From an optimization exercise on the open Yosys and OpenROAD flow, aimed at small area; shortcuts taken in it are not production practice.
Function was checked by simulation only, so behaviour that the tests miss may differ from the original.
Power and IR drop assume default switching activity.

==> flow/design.v <==
module servoscale (
    input  wire        clk,
    input  wire        rst,
    input  wire        ppm_in,
    output wire        ppm_out,
    output wire [1:0]  ind,
    output wire        rear_en,
    output wire [15:0] raw_us,
    output wire        raw_strobe
);
    localparam [2:0] S_IDLE  = 3'b000;
    localparam [2:0] S_FWDL  = 3'b001;
    localparam [2:0] S_BRAKE = 3'b010;
    localparam [2:0] S_REV   = 3'b011;
    localparam [2:0] S_STOP  = 3'b100;
    localparam [2:0] S_FWDF  = 3'b101;
    localparam [2:0] S_CENT  = 3'b110;
    localparam [2:0] P_ALIGN = 3'd0;
    localparam [2:0] P_WAIT  = 3'd1;
    localparam [2:0] P_MEAS  = 3'd2;
    localparam [2:0] P_C1    = 3'd3;
    localparam [2:0] P_PRE   = 3'd4;
    localparam [2:0] P_DIV   = 3'd5;
    localparam [2:0] P_FIN   = 3'd6;
    localparam [2:0] P_EMIT  = 3'd7;
    reg  [2:0]  ph;
    reg  [15:0] A;
    reg  [14:0] K;
    reg  [13:0] R;
    reg  [3:0]  pc;
    reg  [3:0]  r;
    reg  [2:0]  S;
    reg  [4:0]  D;
    reg  [4:0]  B;
    assign ppm_out    = (ph == P_EMIT);
    assign raw_strobe = (ph == P_C1);
    assign raw_us     = {2'b00, R};
    assign ind        = {S[2] & S[1], S[0] & ~S[2]};
    assign rear_en    = S[1] & ~S[2];
    wire cent  = (S == S_CENT);
    wire fwd   = S[0] & ~S[1];
    wire sdone = (S == S_IDLE);          
    wire tick  = (pc == 4'd9);
    reg         sK, sC, inv, cin;
    wire [15:0] Ksx = {K[14], K};
    wire [15:0] Y   = (({16{sK}} & Ksx) | ({16{sC}} & 16'd1500)) ^ {16{inv}};
    wire [16:0] add = {1'b0, A} + {1'b0, Y} + {16'd0, cin};
    wire [15:0] sum = add[15:0];
    wire        co  = add[16];
    wire signed [15:0] ssum = sum;
    wire signed [15:0] sA   = A;
    wire neg   = (ssum >= -16'sd1461);       
    wire pos   = (ssum <= -16'sd1541);       
    wire full  = (ssum <= -16'sd1801);       
    wire mid   = ~neg & ~pos;
    wire dwell = D[2];                       
    wire plaus = (R <= 14'd3000);            
    wire avail = (B < 5'd15);
    reg  [2:0] N;         
    always @(*) begin
        N = fwd ? S_FWDL : S;
        case (S)
            S_IDLE:          if (neg) N = S_REV;   else if (pos) N = S_FWDL;
            S_REV:           if (pos) N = S_FWDL;  else if (mid & dwell) N = S_IDLE;
            S_FWDL, S_FWDF:  if (neg) N = S_BRAKE; else if (mid & dwell) N = S_STOP;
            S_STOP:          if (pos) N = S_FWDL;  else if (neg) N = S_BRAKE;
            S_BRAKE:         if (pos) N = S_FWDL;  else if (mid & dwell) N = S_IDLE;
            default: ;
        endcase
    end
    wire       n_fwd  = (N == S_FWDL);
    wire       change = n_fwd ? ~fwd : (N != S);
    wire [2:0] S_new  = (n_fwd & full & avail) ? S_FWDF : N;
    wire       divide = (S_new == S_FWDL) | (S_new == S_REV);
    wire       sg  = A[15];
    wire [4:0] t   = {r, A[14] ^ sg};
    wire [4:0] dv  = sdone ? 5'd10 : (S[1] ? 5'd3 : 5'd5);
    wire       qb  = (t >= dv);
    wire [4:0] tr  = qb ? t - dv : t;
    reg        ld, selR, sh, wrK;
    reg [2:0]  ph_n;
    reg [3:0]  pc_n;
    always @(*) begin
        sK = 1'b0; sC = 1'b0; inv = 1'b0; cin = 1'b0;
        ld = 1'b0; selR = 1'b0; sh = 1'b0; wrK = 1'b0;
        ph_n = ph;
        pc_n = pc + 4'd1;
        case (ph)
            P_ALIGN: begin
                ld   = 1'b1;
                pc_n = 4'd0;
                if (!ppm_in) ph_n = P_WAIT;
            end
            P_WAIT: begin
                if (ppm_in) ph_n = P_MEAS;
                else        pc_n = 4'd0;
            end
            P_MEAS: begin
                if (ppm_in) begin
                    inv = tick;
                    if (tick) pc_n = 4'd0;
                end else begin
                    ph_n = P_C1;
                end
            end
            P_C1: begin
                sK   = 1'b1;
                pc_n = 4'd0;
                if (cent) begin
                    ld = 1'b1;
                    if (plaus && D >= 5'd20) begin
                        ph_n = P_PRE;
                    end else begin
                        selR = 1'b1;
                        wrK  = plaus && D >= 5'd10;
                        ph_n = P_EMIT;
                    end
                end else begin
                    ph_n = divide ? P_PRE : P_EMIT;
                end
            end
            P_PRE: begin
                pc_n = 4'd0;
                if (sdone) begin
                    sK = 1'b1; inv = 1'b1; cin = 1'b1;
                end else begin
                    sC = 1'b1; cin = (sA >= -16'sd1500);
                end
                ph_n = P_DIV;
            end
            P_DIV: begin
                sh = 1'b1;
                if (pc == 4'd15 || (sdone && pc == 4'd14)) ph_n = P_FIN;
            end
            P_FIN: begin
                pc_n = 4'd0;
                if (sdone) begin
                    cin  = sg | (r == 4'd9);
                    wrK  = 1'b1;
                    ld   = 1'b1;
                    selR = 1'b1;
                end else begin
                    sC = 1'b1; inv = 1'b1; cin = sg;
                end
                ph_n = P_EMIT;
            end
            default: begin   
                cin = tick;
                if (tick) begin
                    pc_n = 4'd0;
                    if (co) ph_n = P_ALIGN;
                end
            end
        endcase
    end
    wire [15:0] ldval = ~({2'b00, R} & {16{selR}});
    always @(posedge clk) begin
        pc <= pc_n;
        r  <= (ph == P_DIV) ? tr[3:0] : 4'd0;
        if (ld)      A <= ldval;
        else if (sh) A <= {sg, A[13:0], qb ^ sg};
        else         A <= sum;
        if (rst) begin
            ph <= P_ALIGN;
            K  <= 15'd15010;
            R  <= 14'd0;
            S  <= S_CENT;
            D  <= 5'd0;
            B  <= 5'd0;
        end else begin
            ph <= ph_n;
            if (wrK) K <= sum[14:0];
            if (ph == P_MEAS && !ppm_in) R <= ~A[13:0];
            if (ph == P_C1) begin
                if (cent) begin
                    if (!plaus) begin
                        if (D == 5'd0) D <= 5'd1;
                    end else if (D >= 5'd20) begin
                        S <= S_IDLE;
                        D <= 5'd1;
                    end else begin
                        D <= D + 5'd1;
                    end
                end else begin
                    S <= S_new;
                    if (change)     D <= 5'd1;
                    else if (!dwell) D <= D + 5'd1;
                    if (n_fwd) B <= (B >= 5'd14) ? 5'd30 : B + 5'd1;
                    else if (B != 5'd0) B <= B - 5'd1;
                end
            end
        end
    end
endmodule
==> flow/run.sh <==
#!/bin/bash
# synth_recipe.tcl (not shown) runs the flow's synth.tcl, then flattens the netlist and writes it again
# the make line also repeats each setting of config.mk as NAME=value (left out here)
make -C /OpenROAD-flow-scripts/flow DESIGN_CONFIG=/design/flow/config.mk WORK_HOME=/design/flow/orfs CLKGATE_MAP_FILE= SYNTH_SCRIPT=/design/flow/synth_recipe.tcl finish
==> flow/config.mk <==
export PLATFORM = sky130hd
export DESIGN_NAME = servoscale
export DESIGN_NICKNAME = servoscale
export VERILOG_FILES = /design/flow/design.v
export SDC_FILE = /design/flow/constraint.sdc
export NUM_CORES = 4
export LEC_CHECK = 0
export CAP_MARGIN = 20
export CORE_MARGIN = 2
export CORE_UTILIZATION = 40
export PLACE_DENSITY = 0.6
export SLEW_MARGIN = 20
==> flow/constraint.sdc <==
create_clock -name core_clock -period 100.0 [get_ports {clk}]
set_input_delay 20.0000 -clock core_clock [delete_from_list [all_inputs] [get_ports {clk}]]
set_output_delay 20.0000 -clock core_clock [all_outputs]
set_load 0.01 [all_outputs]
==> qor.txt <==
Ordered cell list for the critical path: clkdlybuf4s50_1, nand2_1, nor3b_1, a21oi_1, nor2_1, buf_4, xnor2_1, fa_1, inv_1, fa_1, nand2b_1, a211oi_2, o211a_1, o211ai_1, nor3_2, o311ai_4, o211ai_4, o221ai_1, a21oi_1, o31ai_1
Total Power: 139 uW
Root Buffer Master: clkbuf_16
Post-synth EDFFs: 1
Fill cells: 1,235
Relative slew slack: 0.330
Post CTS Setup Buffer Count: 0
Hpwl dp: 9290 um
CP Launch Type: input pin
Worst Clk Skew: 6.58 ps
CP endpoint kind: flip-flop
Crit path DAT: 24,770 ps
Crit path largest cell delay: 540 ps
Stages on the worst setup path: 20
CTS hold repair buffers: 0
Max Slew Vio Count: 0
Final period util: 0.246
CP Data Required Time: 100,210 ps
Max stage delay cell, worst path: clkdlybuf4s50_1
Post-synth top cells: nor2_1, dfxtp_1, nand2_1
Hold Fails Final Rpt: 0
Clk slew on worst S/H paths: 60 ps
Seq/Total Area, Yosys: 0.279
Most common cell in the synthesized netlist: nor2_1
Routed Antenna Nets: 0
Mapped Area: 4990 um^2
Post-Synthesis Cells: 611
Tmin final: 24,570 ps
CORE AREA: 12,100 um^2
Starting Density: 0.412
Clock Path Buffers: 2
Hold Path Depth: 1
Layout Nets: 650
FP Rows: 40
CP Class: in -> reg
PD cells: 24.8 nW/um^2
Initial antenna violation count: 0
First-pass GRT wire length: 20,800 um
Gr usage total: 0.196
Drt wl/cell: 16.3 um
Max cap viols: 0
Share of the synthesized area in the top cell type: 0.273
Most used DFF post-synth: dfxtp_1
Share of layout cells above drive strength 1: 0.0761
Initial DRT Pass Iterations: 5
Run status: no timing/DRC/antenna violations
I/O pin cnt: 24
CTS Buf Count: 9
Clk sinks: 69
Setup TNS: 0 ps
Clock latency (worst-skew pair): 340 ps
Worst IR Drop VDD: 0.0000122 V
Overflow after GRT: 0
RD Place Congestion: 0.906
Avg Inst Size Synth: 8.16 um^2
Die ar.: 13,400 um^2
Synthesis Warnings: 1
Initial DRC Count: 306
Port bufs: 21
CTS resizes: 0
Die Y: 116 um
RSZ-0062 raised after global routing: false
Static leakage: 2.24 nW
Yosys top cell by area: dfxtp_1
Area contributors post-synth: dfxtp_1, ha_1, nor2_1
Antenna cells: 0
CP Max Fanout: 15
Vias: 4,518
Worst Hold Class: reg -> reg
Vias in the first global route: 4,085
Seq cells post-synth: 69
Yosys cell types: 77
Fmax achieved: 40.7 MHz
Layout area overhead: 12.5%
H-tree depth: 3
Post-Route WL: 12,800 um
Least-Margin Pin Slew: 1010 ps
WP buf/inv: 3
Top delay family on crit path: compound AO/OA/AOI/OAI gates
Reg2Reg Depth: 20
Vias per cell: 5.75
CTS tree: yes
# DRC: 0
Ys async rst share: 0
Final Setup Violations: 0
Largest net degree at the start of global routing: 48
Die width: 116 um
==> power breakdown <==
| group | internal (mW) | switching, mW | total (mW) |
|---|---|---|---|
| Combinational | 0.0271 | 0.0416 | 0.0687 |
| Clock | 0.0200 | 0.0139 | 0.0339 |
| Sequential | 0.0311 | 0.00519 | 0.0363 |
| Total | 0.0782 | 0.0607 | 0.139 |
==> worst register-to-register path, cell delays in order (launching register included) <==
cell      delay (ps)
dfxtp_1          440
nor3_1           570
inv_1            310
nor2_1           320
nand3b_1         120
nand2_1          510
nand2_1          150
xnor2_1          210
fa_1             270
inv_1             70
fa_1             400
nand2b_1         190
a211oi_2         390
o211a_1          210
o211ai_1         160
nor3_2           330
o311ai_4         210
o211ai_4         430
o221ai_1         210
a21oi_1          290
o31ai_1          110
==> cell families after synthesis <==
kind of cell	synth area share
xor gates and xnor gates	0.0662
other	0.000752
adders and majority gates	0.0898
muxes	0.0404
AOI/OAI and AO/OA	0.271
DFF	0.279
and+or+nand+nor	0.203
buffers and inverters	0.0502
==> layer usage <==
| metal | up-vias | wire (um) | global-route usage |
|---|---|---|---|
| met2 | 91 | 5690 | 0.303 |
| met5 | - | 0 | 0 |
| met1 | 2168 | 6520 | 0.283 |
| met4 | 0 | 174 | 0.0579 |
| li1 | 2242 | - | - |
| met3 | 17 | 443 | 0.0303 |
==> cells in the final DEF, fill, tap and decap left out, types with 4 or more instances in the layout <==
cell             count
nor2_1              74
o211ai_1             9
nand2_1             58
nand3b_1             4
a211o_1             10
dfxtp_1             68
a22oi_1             15
nor2b_1              8
and2_1              10
nand4_1              4
a21oi_1             39
nand2b_1             8
xor2_1               7
ha_1                31
xnor2_1             22
inv_1               25
o21ai_0             26
buf_4                5
clkdlybuf4s50_1     21
and3_1               7
nand3_1              7
mux2i_1             19
o31ai_1              4
or3_1                7
o21a_1               5
a211oi_1            20
a21o_1               6
nor3_1              11
clkbuf_16            9
==> layout make-up <==
cell class,count,area (um^2),area share
flip-flops and latches,69,1390,0.248
well taps,168,210,0.0375
multi-input cells,482,3360,0.598
clock inverters,7,87.6,0.0156
clock buffers,9,225,0.0401
repair buffers,26,248,0.0441
inverters,25,93.8,0.0167
==> worst paths after layout <==
check                           endpoint    from  slack, ps
worst max-delay path               ph[0]  ppm_in      75430
worst min-delay path               K[12]   K[12]        470
worst max register to register     ph[0]    S[0]      93980
worst min register to register     K[12]   K[12]        470
==> sequential cells by signal (all words and copies together), names as in the netlist <==
register / flops
ph: 3
pc: 4
S: 3
r: 4
A: 16
K: 15
D: 5
B: 5
R: 14
==> through the flow <==
| step | util | cell area, um^2 | setup WS, ps | cells | hold slack [ps] |
|---|---|---|---|---|---|
| after CTS | 0.463 | 5610 | 75480 | 786 | 469 |
| after floorplan | - | 4990 | 75730 | 612 | 435 |
| after global placement | 0.438 | 5300 | 75280 | 770 | 447 |
| after detailed placement | 0.438 | 5300 | 75140 | 770 | 453 |
| final | 0.463 | 5610 | 75430 | 786 | 470 |
| after global routing | 0.463 | 5610 | 75020 | 786 | 486 |

## re-timing with driven ports
How much do the figures lean on ideal ports? The routed layout below was timed once more, with nothing changed but the port constraints.
Step 1 assumes that a clkbuf_16 drives the clock port and a buf_2 every other input.
Step 2 also shifts input and output timing later by t, the mid clock arrival at the registers, as if the neighbouring blocks saw the same clock.
a / b / c = ideal ports / drivers / drivers and shift; a / b = the first two.
t (ns): 0.377
setup slack, ns: 75.432 / 75.445 / 75.068
worst hold slack (ns): 0.470 / 0.470 / 0.470
slew at the worst register clock pin (ns): 0.07 / 0.07
After both steps setup and hold are still met in this run. The setup slack of this run moves by +0.013 ns with the drivers and by -0.364 ns with both steps.
